Background: an optimization exercise with open tools, aiming at small area, a short achievable clock period and few clock cycles per item. Do not read the settings as production practice.
No run shown here included a check of the RTL's function; only the layout flow was run.
Power and IR drop assume default switching activity.

`run.sh`:
```
#!/bin/bash
# synth_recipe.tcl (not shown) runs the flow's synth.tcl, then flattens the netlist and writes it again
# the make line also repeats each setting of config.mk as NAME=value (left out here)
make -C /OpenROAD-flow-scripts/flow DESIGN_CONFIG=/design/flow/config.mk WORK_HOME=/design/flow/orfs CLKGATE_MAP_FILE= SYNTH_SCRIPT=/design/flow/synth_recipe.tcl finish
```
`config.mk`:
```
export PLATFORM = sky130hd
export DESIGN_NAME = alarm_sched
export DESIGN_NICKNAME = alarm_sched
export VERILOG_FILES = /design/flow/design.v
export SDC_FILE = /design/flow/constraint.sdc
export NUM_CORES = 4
export LEC_CHECK = 0
export CAP_MARGIN = 20
export CORE_MARGIN = 2
export CORE_UTILIZATION = 40
export SLEW_MARGIN = 20
```
`constraint.sdc`:
```
create_clock -name core_clock -period 45.0 [get_ports {clk}]
set_input_delay 9.0000 -clock core_clock [delete_from_list [all_inputs] [get_ports {clk}]]
set_output_delay 9.0000 -clock core_clock [all_outputs]
set_load 0.01 [all_outputs]
```
`design.v`:
```
module alarm_sched (
    input  wire        clk,
    input  wire        rst,
    input  wire        cmd_valid,
    input  wire [63:0] cmd,
    output wire        cmd_ready,
    output reg         rsp_valid,
    output reg  [31:0] rsp_data,
    output wire [2:0]  rsp_fault,
    output wire        rsp_pend
);
    localparam [7:0] OP_RESET = 8'h01;
    localparam [7:0] OP_SEC   = 8'h03;
    localparam [7:0] OP_CLASS = 8'h18;
    localparam [7:0] OP_AINIT = 8'h20;
    localparam [7:0] OP_ASERV = 8'h21;
    localparam [7:0] OP_ASET  = 8'h22;
    localparam [7:0] OP_AGET  = 8'h23;
    localparam [7:0] OP_TSET  = 8'h24;
    localparam [7:0] OP_TGET  = 8'h25;
    localparam [2:0] F_NONE    = 3'd0;
    localparam [2:0] F_ILLEGAL = 3'd1;
    localparam [2:0] F_RANGE   = 3'd2;
    localparam [2:0] F_ARM_OVF = 3'd3;
    localparam [9:0] DAY_HI = 10'd675;           
    function automatic [32:0] radd(input [31:0] a, input [31:0] b, input ci);
        integer n;
        reg c;
        begin
            c = ci;
            for (n = 0; n < 32; n = n + 1) begin
                radd[n] = a[n] ^ b[n] ^ c;
                c = (a[n] & b[n]) | (c & (a[n] ^ b[n]));
            end
            radd[32] = c;
        end
    endfunction
    function automatic rge(input [31:0] a, input [31:0] b);
        integer n;
        reg c;
        begin
            c = 1'b1;
            for (n = 0; n < 32; n = n + 1)
                c = (a[n] & ~b[n]) | (c & ~(a[n] ^ b[n]));
            rge = c;
        end
    endfunction
    reg        rdy;
    reg        rst_q;
    reg        cq_v;
    reg  [7:0] cq_op;
    reg        cq_z;           
    reg  [2:0] cq_a;           
    reg [31:0] cq_b;           
    assign cmd_ready = rdy;
    wire acc       = cmd_valid & rdy;
    wire acc_multi = acc & ((cmd[63:56] == OP_AINIT) | (cmd[63:56] == OP_RESET));
    always @(posedge clk) begin
        cq_op <= cmd[63:56];
        cq_z  <= |cmd[55:35];
        cq_a  <= cmd[34:32];
        cq_b  <= cmd[31:0];
        rst_q <= rst;
        cq_v  <= acc & ~rst;
    end
    reg [31:0] cnt;
    reg [31:0] tgt;
    reg        en, pend, sun;
    reg [24:0] day_base;
    reg [2:0]  cur_dow;
    reg [2:0]  fault;
    reg [16:0] tbl_s [0:6];
    reg [6:0]  tbl_v;
    reg [6:0]  tbl_b;
    reg [1:0]  ph;              
    reg [9:0]  dr;              
    reg [2:0]  dq;              
    assign rsp_fault = fault;
    assign rsp_pend  = pend;
    wire b_zero = (cq_b == 32'd0);
    wire a_zero = (cq_a == 3'd0);
    wire is_reset = cq_op == OP_RESET;
    wire is_sec   = cq_op == OP_SEC;
    wire is_class = cq_op == OP_CLASS;
    wire is_ainit = cq_op == OP_AINIT;
    wire is_aserv = cq_op == OP_ASERV;
    wire is_aset  = cq_op == OP_ASET;
    wire is_aget  = cq_op == OP_AGET;
    wire is_tset  = cq_op == OP_TSET;
    wire is_tget  = cq_op == OP_TGET;
    wire legal =
        ((is_reset | is_sec | is_ainit | is_aserv | is_tget) & ~cq_z & a_zero & b_zero) |
        ((is_class | is_tset) & ~cq_z & a_zero) |
        (is_aset & ~cq_z) |
        (is_aget & ~cq_z & b_zero);
    wire day7     = (cq_a == 3'd7);
    wire secs_big = rge(cq_b, 32'd86400);
    reg [2:0] class_code;
    always @* begin
        if (b_zero)
            class_code = 3'd3;
        else if (rge(cq_b, 32'd950) && rge(32'd1250, cq_b))
            class_code = 3'd0;
        else if (rge(cq_b, 32'd2050) && rge(32'd2350, cq_b))
            class_code = 3'd1;
        else if (rge(cq_b, 32'd13350) && rge(32'd13650, cq_b))
            class_code = 3'd2;
        else
            class_code = 3'd4;
    end
    reg [10:0] r_w;
    reg [2:0]  q_w;
    reg [7:0]  bits_w;
    reg [3:0]  t_w;
    reg [32:0] d_w;
    integer    j;
    always @* begin
        if (ph == 2'd0) begin
            r_w    = {2'b00, cnt[31:23]};
            q_w    = 3'd0;
            bits_w = cnt[22:15];
        end else begin
            r_w    = {1'b0, dr};
            q_w    = dq;
            bits_w = cnt[14:7];
        end
        for (j = 7; j >= 0; j = j - 1) begin
            r_w = {r_w[9:0], bits_w[j]};
            d_w = radd({21'd0, r_w}, ~32'd675, 1'b1);
            if (d_w[32]) begin
                r_w = d_w[10:0];
                t_w = {q_w, 1'b1};
            end else begin
                t_w = {q_w, 1'b0};
            end
            q_w = (t_w[3] | (&t_w[2:0])) ? t_w[2:0] + 3'd1 : t_w[2:0];
        end
    end
    wire [2:0] dow_next = (cur_dow == 3'd6) ? 3'd0 : {cur_dow[2] ^ (&cur_dow[1:0]), cur_dow[1] ^ cur_dow[0], ~cur_dow[0]};
    wire [2:0] rd_idx   = (ph == 2'd2) ? dq : is_aserv ? dow_next : cq_a;
    reg [16:0] rd_raw;
    reg        rd_v, rd_b;
    always @* begin
        case (rd_idx)
            3'd0: rd_raw = tbl_s[0];
            3'd1: rd_raw = tbl_s[1];
            3'd2: rd_raw = tbl_s[2];
            3'd3: rd_raw = tbl_s[3];
            3'd4: rd_raw = tbl_s[4];
            3'd5: rd_raw = tbl_s[5];
            default: rd_raw = tbl_s[6];
        endcase
        rd_v = tbl_v[rd_idx];
        rd_b = tbl_b[rd_idx];
    end
    wire [14:0] cy   = rd_raw[16:2];
    wire [32:0] cs1a = radd({28'd0, cy[3:0]}, {28'd0, cy[7:4]}, 1'b0);
    wire [32:0] cs1b = radd({28'd0, cy[11:8]}, {29'd0, cy[14:12]}, 1'b0);
    wire [32:0] cs1  = radd({27'd0, cs1a[4:0]}, {27'd0, cs1b[4:0]}, 1'b0);
    wire [32:0] cs2  = radd({28'd0, cs1[3:0]}, {30'd0, cs1[5:4]}, 1'b0);
    wire        c15  = cs2[4] | (&cs2[3:0]);
    wire [3:0]  cmod = c15 ? cs2[3:0] + 4'd1 : cs2[3:0];
    wire [32:0] cyb  = radd({17'd0, cy}, ~{28'd0, cmod}, 1'b1);
    wire [16:0] rd_boot = {cyb[14:0], 2'b00};
    wire [16:0] rd = ~rd_v ? 17'd0 : rd_b ? rd_boot : rd_raw;
    wire        rd_nz = rd_v & (rd != 17'd0);
    wire [16:0] sod       = {dr, cnt[6:0]};
    wire [32:0] bn_w      = radd({7'd0, cnt[31:7]}, ~{22'd0, dr}, 1'b1);
    wire [24:0] base_now  = bn_w[24:0];
    wire [32:0] bi_w      = radd({7'd0, day_base}, {22'd0, DAY_HI}, 1'b0);
    wire [25:0] base_inc  = bi_w[25:0];
    wire        ai_sun    = rd_nz & rge({15'd0, rd}, {15'd0, sod});
    wire        ai_hit    = ai_sun & (rd == sod);
    reg  [24:0] x_hi;
    reg  [16:0] w;
    reg         x_ovf;
    always @* begin
        if (ph == 2'd2) begin
            x_hi  = base_now;
            x_ovf = 1'b0;
            w     = ai_sun ? rd : 17'd86400;
        end else begin
            x_hi  = sun ? day_base : base_inc[24:0];
            x_ovf = sun ? 1'b0 : base_inc[25];
            w     = sun ? 17'd86400 : rd_nz ? rd : 17'd86400;
        end
    end
    wire [32:0] th_w  = radd({7'd0, x_hi}, {22'd0, w[16:7]}, 1'b0);
    wire [25:0] t_hi  = th_w[25:0];
    wire [31:0] t_arm = {t_hi[24:0], w[6:0]};
    wire        t_ovf = t_hi[25] | x_ovf;
    wire        sv_hit = (cnt == t_arm);
    wire [32:0] ci_w    = radd(cnt, 32'd0, 1'b1);
    wire [31:0] cnt_inc = ci_w[31:0];
    wire        sec_hit = en & (cnt_inc == tgt);
    wire one    = cq_v & (ph == 2'd0);            
    wire ok     = (fault == F_NONE);
    wire multi  = is_ainit | is_reset;
    wire start  = one & multi & legal & ok;
    reg [2:0]  op_fault;
    always @* begin
        op_fault = F_NONE;
        if (!legal)
            op_fault = F_ILLEGAL;
        else if ((is_aset & (day7 | secs_big)) | (is_aget & day7))
            op_fault = F_RANGE;
        else if (is_aserv & pend & t_ovf)
            op_fault = F_ARM_OVF;
    end
    wire arm_ovf = t_ovf;
    wire fin     = (ph == 2'd2);                   
    wire c1      = one & ok & (op_fault == F_NONE) & ~multi;
    wire cf      = fin & ok & ~arm_ovf;            
    reg [1:0] ph_n;
    always @* begin
        ph_n = 2'd0;
        if (start) ph_n = 2'd1;
        else if (ph == 2'd1) ph_n = 2'd2;
    end
    integer k;
    always @(posedge clk) begin
        if (rst) begin
            ph  <= 2'd0;
            rdy <= 1'b1;
            rsp_valid <= 1'b0;
        end else begin
            ph  <= ph_n;
            rdy <= ~acc_multi & (ph_n != 2'd1);
            rsp_valid <= (one & ~start) | fin;
        end
        if (ph != 2'd2) begin
            dr <= r_w[9:0];
            dq <= q_w;
        end
        rsp_data <= 32'd0;
        if (one & ok & (op_fault == F_NONE)) begin
            if (is_tget)  rsp_data <= cnt;
            if (is_aget)  rsp_data <= {15'd0, rd};
            if (is_class) rsp_data <= {29'd0, class_code};
            if (is_aserv & pend) rsp_data <= sun ? 32'd1 : 32'd2;
        end
        if (rst_q) begin
            cnt   <= 32'd0;
            en    <= 1'b0;
            pend  <= 1'b0;
            fault <= F_NONE;
            tbl_v <= 7'd0;
            tbl_b <= 7'd0;
        end else begin
            if (one & ok & (op_fault != F_NONE))
                fault <= op_fault;
            if (fin & ok & arm_ovf)
                fault <= F_ARM_OVF;
            if (c1 & is_sec) begin
                cnt <= cnt_inc;
                if (sec_hit) begin
                    pend <= 1'b1;
                    en   <= 1'b0;
                end
            end
            if (c1 & is_tset)
                cnt <= cq_b;
            if (c1 & is_aset) begin
                for (k = 0; k < 7; k = k + 1)
                    if (cq_a == k) begin
                        tbl_s[k] <= cq_b[16:0];
                        tbl_v[k] <= 1'b1;
                        tbl_b[k] <= 1'b0;
                    end
            end
            if (start & is_reset)
                tbl_b <= 7'h7f;
            if (c1 & is_aserv & pend) begin
                pend <= sv_hit;
                en   <= ~sv_hit;
                tgt  <= t_arm;
                sun  <= ~sun & rd_nz;
                if (~sun) begin
                    day_base <= base_inc[24:0];
                    cur_dow  <= dow_next;
                end
            end
            if (cf) begin
                pend     <= ai_hit;
                en       <= ~ai_hit;
                tgt      <= t_arm;
                sun      <= ai_sun;
                day_base <= base_now;
                cur_dow  <= dq;
            end
        end
    end
endmodule
```
==> results.json, run 1 <==
{
  "outcome": "timing/DRC/antenna clean",
  "grt_pass1_vias": 15700,
  "p_per_area_mw_per_mm2": 31.3,
  "drt_iter0_markers": 1651,
  "synth-async-reset-ratio_pct": 0,
  "cp.required_ns": 45.23,
  "cts_root_buf": "clkbuf_16",
  "worst_slew_pin_slew_ns": 1.12,
  "avgSynthCellArea_um2": 10.2,
  "die_y_um": 229,
  "nets": 2382,
  "critPathMaxFanout": 56,
  "gp_congestion": 0.908,
  "synthCells": 1989,
  "grt_antenna_before_repair": 0,
  "area_growth_pct": 14.6,
  "syn-num-nets": 2295,
  "finalHoldViolations": 0,
  "core-area_mm2": 0.0502,
  "rsz0062_at_grt": "no",
  "fmax_ghz": 0.0425,
  "grt_pass1_wl_mm": 93.8,
  "synth_edf_count": 193,
  "n_antenna_cell": 0,
  "crit-reg2reg-launch": "ph[1]",
  "synth_top_area_share_pct": 28.5,
  "slowest_delay_ns": 0.67,
  "netlist_area_mm2": 0.0203,
  "ant_nets": 0,
  "timing.final.crit_period_ns": 23.55,
  "fin_area_mm2": 0.0233,
  "finalCritPeriodShare_pct": 52.3,
  "drive_above_1_share_pct": 8.80,
  "fp.dieW_um": 229,
  "dp_hpwl_mm": 45.4,
  "max_slew_margin_pct": 25.7,
  "end_kind": "flop",
  "layout_common_cells": "ha_1 (208), edfxtp_1 (193), inv_1 (174)",
  "route.met3.wl_mm": 4.73,
  "clockBufferDepth": 3,
  "synthFlopType": "edfxtp_1",
  "setup_viol": 0,
  "drt-total-wl_mm": 61.2,
  "slew_violations": 0,
  "routed_via_density": 5.73,
  "grt_max_degree": 59,
  "wl_met1_mm": 28.4,
  "clk_pin_slew_ns": 0.06,
  "first_pass_iters": 6,
  "cp-start-kind": "flop",
  "ir_drop_mv": 0.0215,
  "yosysUniqueCellTypes": 101,
  "ys_seq_elements": 325,
  "final_common_cell": "ha_1",
  "fin_skew_ns": 0.0181,
  "cts_tree": "built",
  "grt_overflow": 0,
  "synth-seq-area-share_pct": 41.6,
  "crit_slowest_cell": "a221oi_1",
  "arrival_ns": 23.78,
  "num_vias": 15900,
  "post-cts-setup-buffers": 0,
  "path_common_cell": "ha_1",
  "highest-signal-layer": "met4",
  "die_area_mm2": 0.0526,
  "cts.sinks": 325,
  "clk_latency_ns": 0.56,
  "placed_area_mm2": 0.0221,
  "rows": 82,
  "maxCapViolCount": 0,
  "cts_buffers": 36,
  "p_leak_nw": 9.50,
  "initial_utilization_pct": 40.5,
  "htreeDepth": 2,
  "dr_wl_met2_mm": 26.2,
  "ioPinCount": 105,
  "yosysWarnings": 2,
  "drc_errors": 0,
  "hold_class": "reg2reg",
  "setup_slack_ns": 21.45,
  "post_drt_wl_per_cell_um": 22.0,
  "cp-startpoint": "ph[1]",
  "worstHoldStart": "tbl_v[3]",
  "hold_buffers": 0,
  "path_class": "reg2reg",
  "io_buffers": 103,
  "post-place-ws_ns": 21.58,
  "finalSetupTns_ns": 0,
  "p_total_mw": 0.729,
  "holdWs_ns": 0.477,
  "synthTopCellsByArea": "edfxtp_1 (29%), dfxtp_1 (13%), ha_1 (13%), mux2i_1 (3.4%), inv_1 (3.2%)",
  "yosysTopAreaCell": "edfxtp_1",
  "fill_cells": 4646,
  "grt_use_total_pct": 23.1,
  "cts-resized-gates": 0
}
per-stage QoR:
step	utilization, %	cells
4_1_cts	46.4	2775
5_1_grt	46.4	2775
6_report	46.4	2775
3_3_place_gp	44.0	2710
3_5_place_dp	44.0	2710
2_1_floorplan	-	1989
cell type report:
cell class / count / area, um^2 / share of cell area, %
clock inverters: 17 / 154 / 0.661
clock buffers: 48 / 1030 / 4.42
multi-input cells: 1393 / 10800 / 46.5
well taps: 672 / 841 / 3.61
flip-flops and latches: 325 / 8440 / 36.3
inverters: 179 / 674 / 2.90
repair buffers: 141 / 1320 / 5.66
cell families after synthesis:
family	after synthesis	synth area share (%)
and+or+nand+nor	515	12.5
AOI/OAI and AO/OA	440	15.0
DFF	325	41.6
buffers and inverters	271	5.40
adders and majority gates	239	15.9
muxes	120	6.25
xor gates and xnor gates	78	3.36
other	1	0.0185
synthesized netlist by cell type, types with 21 or more instances:
library cell  instances
ha_1                208
edfxtp_1            193
inv_1               175
nor2_1              152
nand2_1             144
dfxtp_1             132
a21oi_1             128
mux2i_1              69
o21ai_0              67
clkbuf_1             53
mux2_2               46
xnor2_1              41
xor2_1               37
a22oi_1              36
nand4_1              34
fa_1                 31
nand3_1              31
and2_1               26
nor3_1               23
a31oi_1              22
nor4_1               21
final timing paths:
check | endpoint | slack (ns) | depth (start not counted)
worst max-delay path | tbl_s[0][5] | 21.45 | 84
worst min register to register | tbl_v[3] | 0.48 | 2
worst max register to register | tbl_s[0][5] | 21.45 | 84
worst min-delay path | tbl_v[3] | 0.48 | 2
registers in the layout (all words and copies together), names as in the netlist, 8 cells and up:
signal    cells
tbl_s       119
cnt          32
day_base     25
cq_op         8
cq_b         32
rsp_data     32
dr           10
tgt          32
per-layer routing:
| layer | vias up | GRT usage, % |
|---|---|---|
| li1 | 7457 | - |
| met4 | 0 | 8.06 |
| met5 | - | 0 |
| met3 | 86 | 3.03 |
| met1 | 7684 | 34.0 |
| met2 | 671 | 34.8 |
worst max-delay path: cells and delay by family, from the launching register on:
family,cells,cell delay [ns]
compound gates,8,2.70
fa+ha+maj,49,13.24
buf+inv,13,2.45
flops,1,0.65
mux,1,0.39
simple gates,13,3.71
report_power, final:
| group | leakage, nW | switching [mW] | total [mW] | internal, mW |
|---|---|---|---|---|
| clock network | 0.584 | 0.124 | 0.297 | 0.173 |
| registers | 2.84 | 0.00439 | 0.320 | 0.316 |
| logic | 6.07 | 0.0668 | 0.112 | 0.0450 |
| total | 9.50 | 0.195 | 0.729 | 0.534 |
==> inputs of run 2 (changes only) <==
--- a/design.v
+++ b/design.v
@@ -66,3 +66,3 @@
     reg [31:0] cnt;
-    reg [31:0] tgt;
+    reg [16:0] off;            
     reg        en, pend, sun;
@@ -77,2 +77,3 @@
     reg [2:0]  dq;              
+    reg        hv;              
     assign rsp_fault = fault;
@@ -110,2 +111,5 @@
     end
+    wire       multi   = is_ainit | is_reset;
+    wire       lo_now  = cq_v & multi & hv;
+    wire [31:0] div_src = (cq_v & is_tset) ? cq_b : cnt;
     reg [10:0] r_w;
@@ -117,6 +121,6 @@
     always @* begin
-        if (ph == 2'd0) begin
-            r_w    = {2'b00, cnt[31:23]};
+        if (ph == 2'd0 && !lo_now) begin
+            r_w    = {2'b00, div_src[31:23]};
             q_w    = 3'd0;
-            bits_w = cnt[22:15];
+            bits_w = div_src[22:15];
         end else begin
@@ -172,3 +176,2 @@
     wire        ai_sun    = rd_nz & rge({15'd0, rd}, {15'd0, sod});
-    wire        ai_hit    = ai_sun & (rd == sod);
     reg  [24:0] x_hi;
@@ -181,3 +184,3 @@
             w     = ai_sun ? rd : 17'd86400;
-        end else begin
+        end else if (is_aserv) begin
             x_hi  = sun ? day_base : base_inc[24:0];
@@ -185,2 +188,6 @@
             w     = sun ? 17'd86400 : rd_nz ? rd : 17'd86400;
+        end else begin
+            x_hi  = day_base;
+            x_ovf = 1'b0;
+            w     = off;
         end
@@ -194,6 +201,5 @@
     wire [31:0] cnt_inc = ci_w[31:0];
-    wire        sec_hit = en & (cnt_inc == tgt);
+    wire        sec_hit = en & (cnt_inc == t_arm);
     wire one    = cq_v & (ph == 2'd0);            
     wire ok     = (fault == F_NONE);
-    wire multi  = is_ainit | is_reset;
     wire start  = one & multi & legal & ok;
@@ -216,3 +222,3 @@
         ph_n = 2'd0;
-        if (start) ph_n = 2'd1;
+        if (start) ph_n = hv ? 2'd2 : 2'd1;
         else if (ph == 2'd1) ph_n = 2'd2;
@@ -234,2 +240,3 @@
         end
+        hv <= (ph == 2'd0) & ~(cq_v & (is_sec | multi)) & ~rst_q;
         rsp_data <= 32'd0;
@@ -275,3 +282,3 @@
                 en   <= ~sv_hit;
-                tgt  <= t_arm;
+                off  <= w;
                 sun  <= ~sun & rd_nz;
@@ -283,5 +290,5 @@
             if (cf) begin
-                pend     <= ai_hit;
-                en       <= ~ai_hit;
-                tgt      <= t_arm;
+                pend     <= sv_hit;
+                en       <= ~sv_hit;
+                off      <= w;
                 sun      <= ai_sun;
==> flow/run.sh (new file) <==
#!/bin/bash
# The standard layout, with the full and half adder cells kept out of the
# design (the platform's other don't-use cells are still appended by its
# config).  Without fa/ha cells ORFS skips extract_fa and abc maps the
# arithmetic itself, which gives both a smaller and a faster netlist than
# ripple chains of fa/ha cells.
set -euo pipefail
cat >> config.mk <<'EOC'
export DONT_USE_CELLS = sky130_fd_sc_hd__ha_1 sky130_fd_sc_hd__ha_2 sky130_fd_sc_hd__ha_4 sky130_fd_sc_hd__fa_1 sky130_fd_sc_hd__fa_2 sky130_fd_sc_hd__fa_4
EOC
bash standard.sh finish > flow_make.log 2>&1
==> standard.sh (new file) <==
#!/bin/bash
# synth_recipe.tcl (not shown) runs the flow's synth.tcl, then flattens the netlist and writes it again
# the make line also repeats each setting of config.mk as NAME=value (left out here)
make -C /OpenROAD-flow-scripts/flow DESIGN_CONFIG=/design/flow/config.mk WORK_HOME=/design/flow/orfs CLKGATE_MAP_FILE= SYNTH_SCRIPT=/design/flow/synth_recipe.tcl "${@:-finish}"
--- a/config.mk
+++ b/config.mk
@@ -7,2 +7,3 @@
 export LEC_CHECK = 0
+export ABC_AREA = 1
 export CAP_MARGIN = 20
@@ -11 +12,2 @@
 export SLEW_MARGIN = 20
+export DONT_USE_CELLS = sky130_fd_sc_hd__ha_1 sky130_fd_sc_hd__ha_2 sky130_fd_sc_hd__ha_4 sky130_fd_sc_hd__fa_1 sky130_fd_sc_hd__fa_2 sky130_fd_sc_hd__fa_4
removed: run.sh
==> run 2 against run 1 <==
Design area decreased by 1.7%. Clock skew rose by 0.0040 ns. Highest routed layer unchanged. Largest cell class unchanged. Non-clock buffer count down 18. Largest power group unchanged.
==> results.json, run 2 <==
{
  "layout_common_cells": "nand2_1 (837), inv_1 (363), nor2_1 (311)",
  "intPower_mw": 0.492,
  "whs_path_depth": 2,
  "p_total_mw": 0.684,
  "fmax_ghz": 0.0821,
  "grt_use_total_pct": 23.1,
  "drt-total-wl_mm": 61.6,
  "ant_nets": 0,
  "clk_latency_ns": 0.57,
  "post_drt_wl_per_cell_um": 17.0,
  "ys_seq_elements": 311,
  "grt_util_met3_pct": 4.51,
  "clockBufferDepth": 3,
  "routed_via_density": 5.14,
  "slew_violations": 0,
  "cp.required_ns": 45.26,
  "layout.cells.non_filler": 3629,
  "synthFlopType": "edfxtp_1",
  "end_kind": "flop",
  "avgSynthCellArea_um2": 7.08,
  "seq_power_share_pct": 44.9,
  "core-area_mm2": 0.0498,
  "finalCritPeriodShare_pct": 27.1,
  "path_common_cell": "nand2_1",
  "synthTopCellsByArea": "edfxtp_1 (27%), nand2_1 (16%), dfxtp_1 (13%), inv_1 (6.8%), nor2_1 (5.9%)",
  "setup_viol": 0,
  "final_common_cell": "nand2_1",
  "initial_utilization_pct": 40.3,
  "regToRegEndpoint": "cur_dow[0]",
  "largest-register": "tbl_s",
  "maxCapViolCount": 0,
  "combinationalPowerShare_pct": 13.3,
  "path_class": "reg2reg",
  "crit-reg2reg-launch": "cq_op[2]",
  "cts_root_buf": "clkbuf_16",
  "largest_reg_flops": 119,
  "grt_pass1_wl_mm": 94.9,
  "nets": 2995,
  "swShare_pct": 28.0,
  "worst_slew_pin_slew_ns": 1.00,
  "yosysWarnings": 2,
  "cp-start-kind": "flop",
  "crit_slowest_cell": "nor2_1",
  "timing.final.crit_period_ns": 12.18,
  "syn-num-nets": 2899,
  "pwr-share-clk_pct": 41.8,
  "synth-async-reset-ratio_pct": 0,
  "dp_cells": 3562,
  "post-cts-setup-buffers": 0,
  "fin_skew_ns": 0.0221,
  "grt_antenna_before_repair": 1,
  "synthTopCellsByCount": "nand2_1 (838), inv_1 (363), nor2_1 (313)",
  "rsz0062_at_grt": "no",
  "grt_max_degree": 63,
  "synth_top_area_share_pct": 26.7,
  "cts_buffers": 36,
  "grt_util_met1_pct": 33.2,
  "htreeDepth": 2,
  "cts_tree": "built",
  "yosysMostFrequentCell": "nand2_1",
  "synth-seq-area-share_pct": 40.0,
  "drc_errors": 0,
  "gp_congestion": 0.917,
  "first_pass_iters": 7,
  "finalSetupTns_ns": 0,
  "synth_edf_count": 178,
  "netSwitchingPower_mw": 0.191,
  "die_area_mm2": 0.0519,
  "outcome": "timing/DRC/antenna clean",
  "fin_area_mm2": 0.0229,
  "area_growth_pct": 14.2,
  "hold_class": "reg2reg",
  "ir_drop_mv": 0.0207,
  "top_usage_layer": "met2",
  "clk_pin_slew_ns": 0.06,
  "cts-resized-gates": 0,
  "placed_area_mm2": 0.0217,
  "grt_overflow": 0,
  "ioPinCount": 105,
  "p_leak_nw": 10.5,
  "yosysUniqueCellTypes": 66,
  "worstHoldStart": "rdy",
  "max_slew_margin_pct": 32.5,
  "yosysTopAreaCell": "edfxtp_1",
  "fp.dieW_um": 228,
  "num_vias": 18600,
  "slowest_delay_ns": 0.69,
  "p_per_area_mw_per_mm2": 29.9,
  "cts.sinks": 311,
  "dp_hpwl_mm": 45.7,
  "use_met2_pct": 34.7,
  "io_buffers": 103,
  "drt_iter0_markers": 1448,
  "r2r_cells": 85,
  "critPathMaxFanout": 62,
  "synthCells": 2832,
  "rrSetupSlack_ns": 32.82,
  "hold_buffers": 0,
  "netlist_area_mm2": 0.0200,
  "drive_above_1_share_pct": 7.92,
  "holdPathEnd": "cq_v",
  "die_y_um": 228,
  "rows": 82,
  "finalHoldViolations": 0,
  "grt_pass1_vias": 17200,
  "arrival_ns": 12.44
}
-- run 2: changes by cell type after synthesis, sizes merged, moves of 19 or more --
cell,delta
mux2i,-63
fa,-31
o21ai,+123
xor2,+61
and2,-25
nand2,+770
nand3,+170
nor2,+183
ha,-208
a22oi,-28
mux2,-51
inv,+198
clkbuf,-29
a211oi,-19
-- run 2: how the worst max path moves through the flow --
stage,start,to,depth (start not counted)
after floorplan,cq_op[5],cur_dow[0],82
after global placement,cq_op[2],cur_dow[0],82
after detailed placement,cq_op[5],cur_dow[0],83
after CTS,cq_op[5],cur_dow[0],83
after global routing,cq_op[3],cur_dow[2],81
final,cq_op[2],cur_dow[0],85
-- run 2: power by group through the flow --
stage	combinational (mW)	clock [mW]	sequential (mW)
floorplan	0.0641	0	0.310
global placement	0.0879	0	0.313
detailed placement	0.0897	0	0.313
CTS	0.0901	0.290	0.307
global route	0.103	0.303	0.307
finish	0.0909	0.286	0.307
-- run 2: kinds of logic after synthesis --
group / count (synthesis) / share of synthesized area, %
multiplexers: 6 / 0.300
other: 1 / 0.0187
buffers and inverters: 446 / 9.01
XOR/XNOR: 131 / 5.93
flip-flops: 311 / 40.0
AO/OA/AOI/OAI: 371 / 10.3
adder cells (fa/ha/maj): 1 / 0.0500
AND/OR/NAND/NOR: 1565 / 34.4
-- run 2: worst max-delay path, delay by kind of cell, from the launching register on --
kind / cells / cell delay (ns)
buffers and inverters: 7 / 1.14
AOI/OAI and AO/OA: 5 / 1.15
and+or+nand+nor: 73 / 9.20
DFF: 1 / 0.35
-- run 2: metrics by stage --
stage / utilization, % / hold slack (ns) / worst slack [ns]
4_1_cts: 46.0 / 0.459 / 33.04
3_3_place_gp: 43.6 / 0.444 / 33.53
5_1_grt: 46.0 / 0.472 / 31.52
6_report: 46.0 / 0.455 / 32.82
2_1_floorplan: - / 0.430 / 34.95
3_5_place_dp: 43.6 / 0.443 / 33.09
-- run 2: layout make-up --
cell class / count / area (um^2)
Antenna cell: 1 / 2.50
Clock buffer: 52 / 1020
Clock inverter: 14 / 139
Fill cell: 4951 / 26900
Inverter: 381 / 1450
Multi-Input combinational cell: 2075 / 10200
Sequential cell: 311 / 8010
Tap cell: 672 / 841
Timing Repair Buffer: 123 / 1180
-- run 2: metal layers --
metal	wire, um	share of wire [%]
met4	1870	3.0
met2	25500	41
met1	29200	47
met5	0	0
met3	4960	8.1

==> port drivers added, routing unchanged <==
How much do the figures lean on ideal ports? The routed layouts below were timed once more, with nothing changed but the port constraints. Step 1 (the two cells are an assumption about what drives the block):
set clk [get_ports {clk}]
set_driving_cell -lib_cell sky130_fd_sc_hd__clkbuf_16 $clk
set_driving_cell -lib_cell sky130_fd_sc_hd__buf_2 [delete_from_list [all_inputs] $clk]
Step 2, shift: input delay + t, output delay - t, t = (earliest + latest rising clock arrival at the registers) / 2. This alone moves slack from input paths to output paths. Slacks: ideal ports / drivers / drivers and shift; pairs: ideal ports / drivers.
| run | shift t [ns] | setup WS [ns] | worst setup path at the end | worst register clock-pin slew, ns | cell pins on the clock port's net |
|---|---|---|---|---|---|
| run 1 | 0.612 | 21.454 / 21.454 / 21.454 | register to register | 0.06 / 0.06 | 1 |
| run 2 | 0.618 | 32.817 / 32.817 / 32.817 | register to register | 0.07 / 0.07 | 1 |
After both steps setup and hold are still met in every run listed.
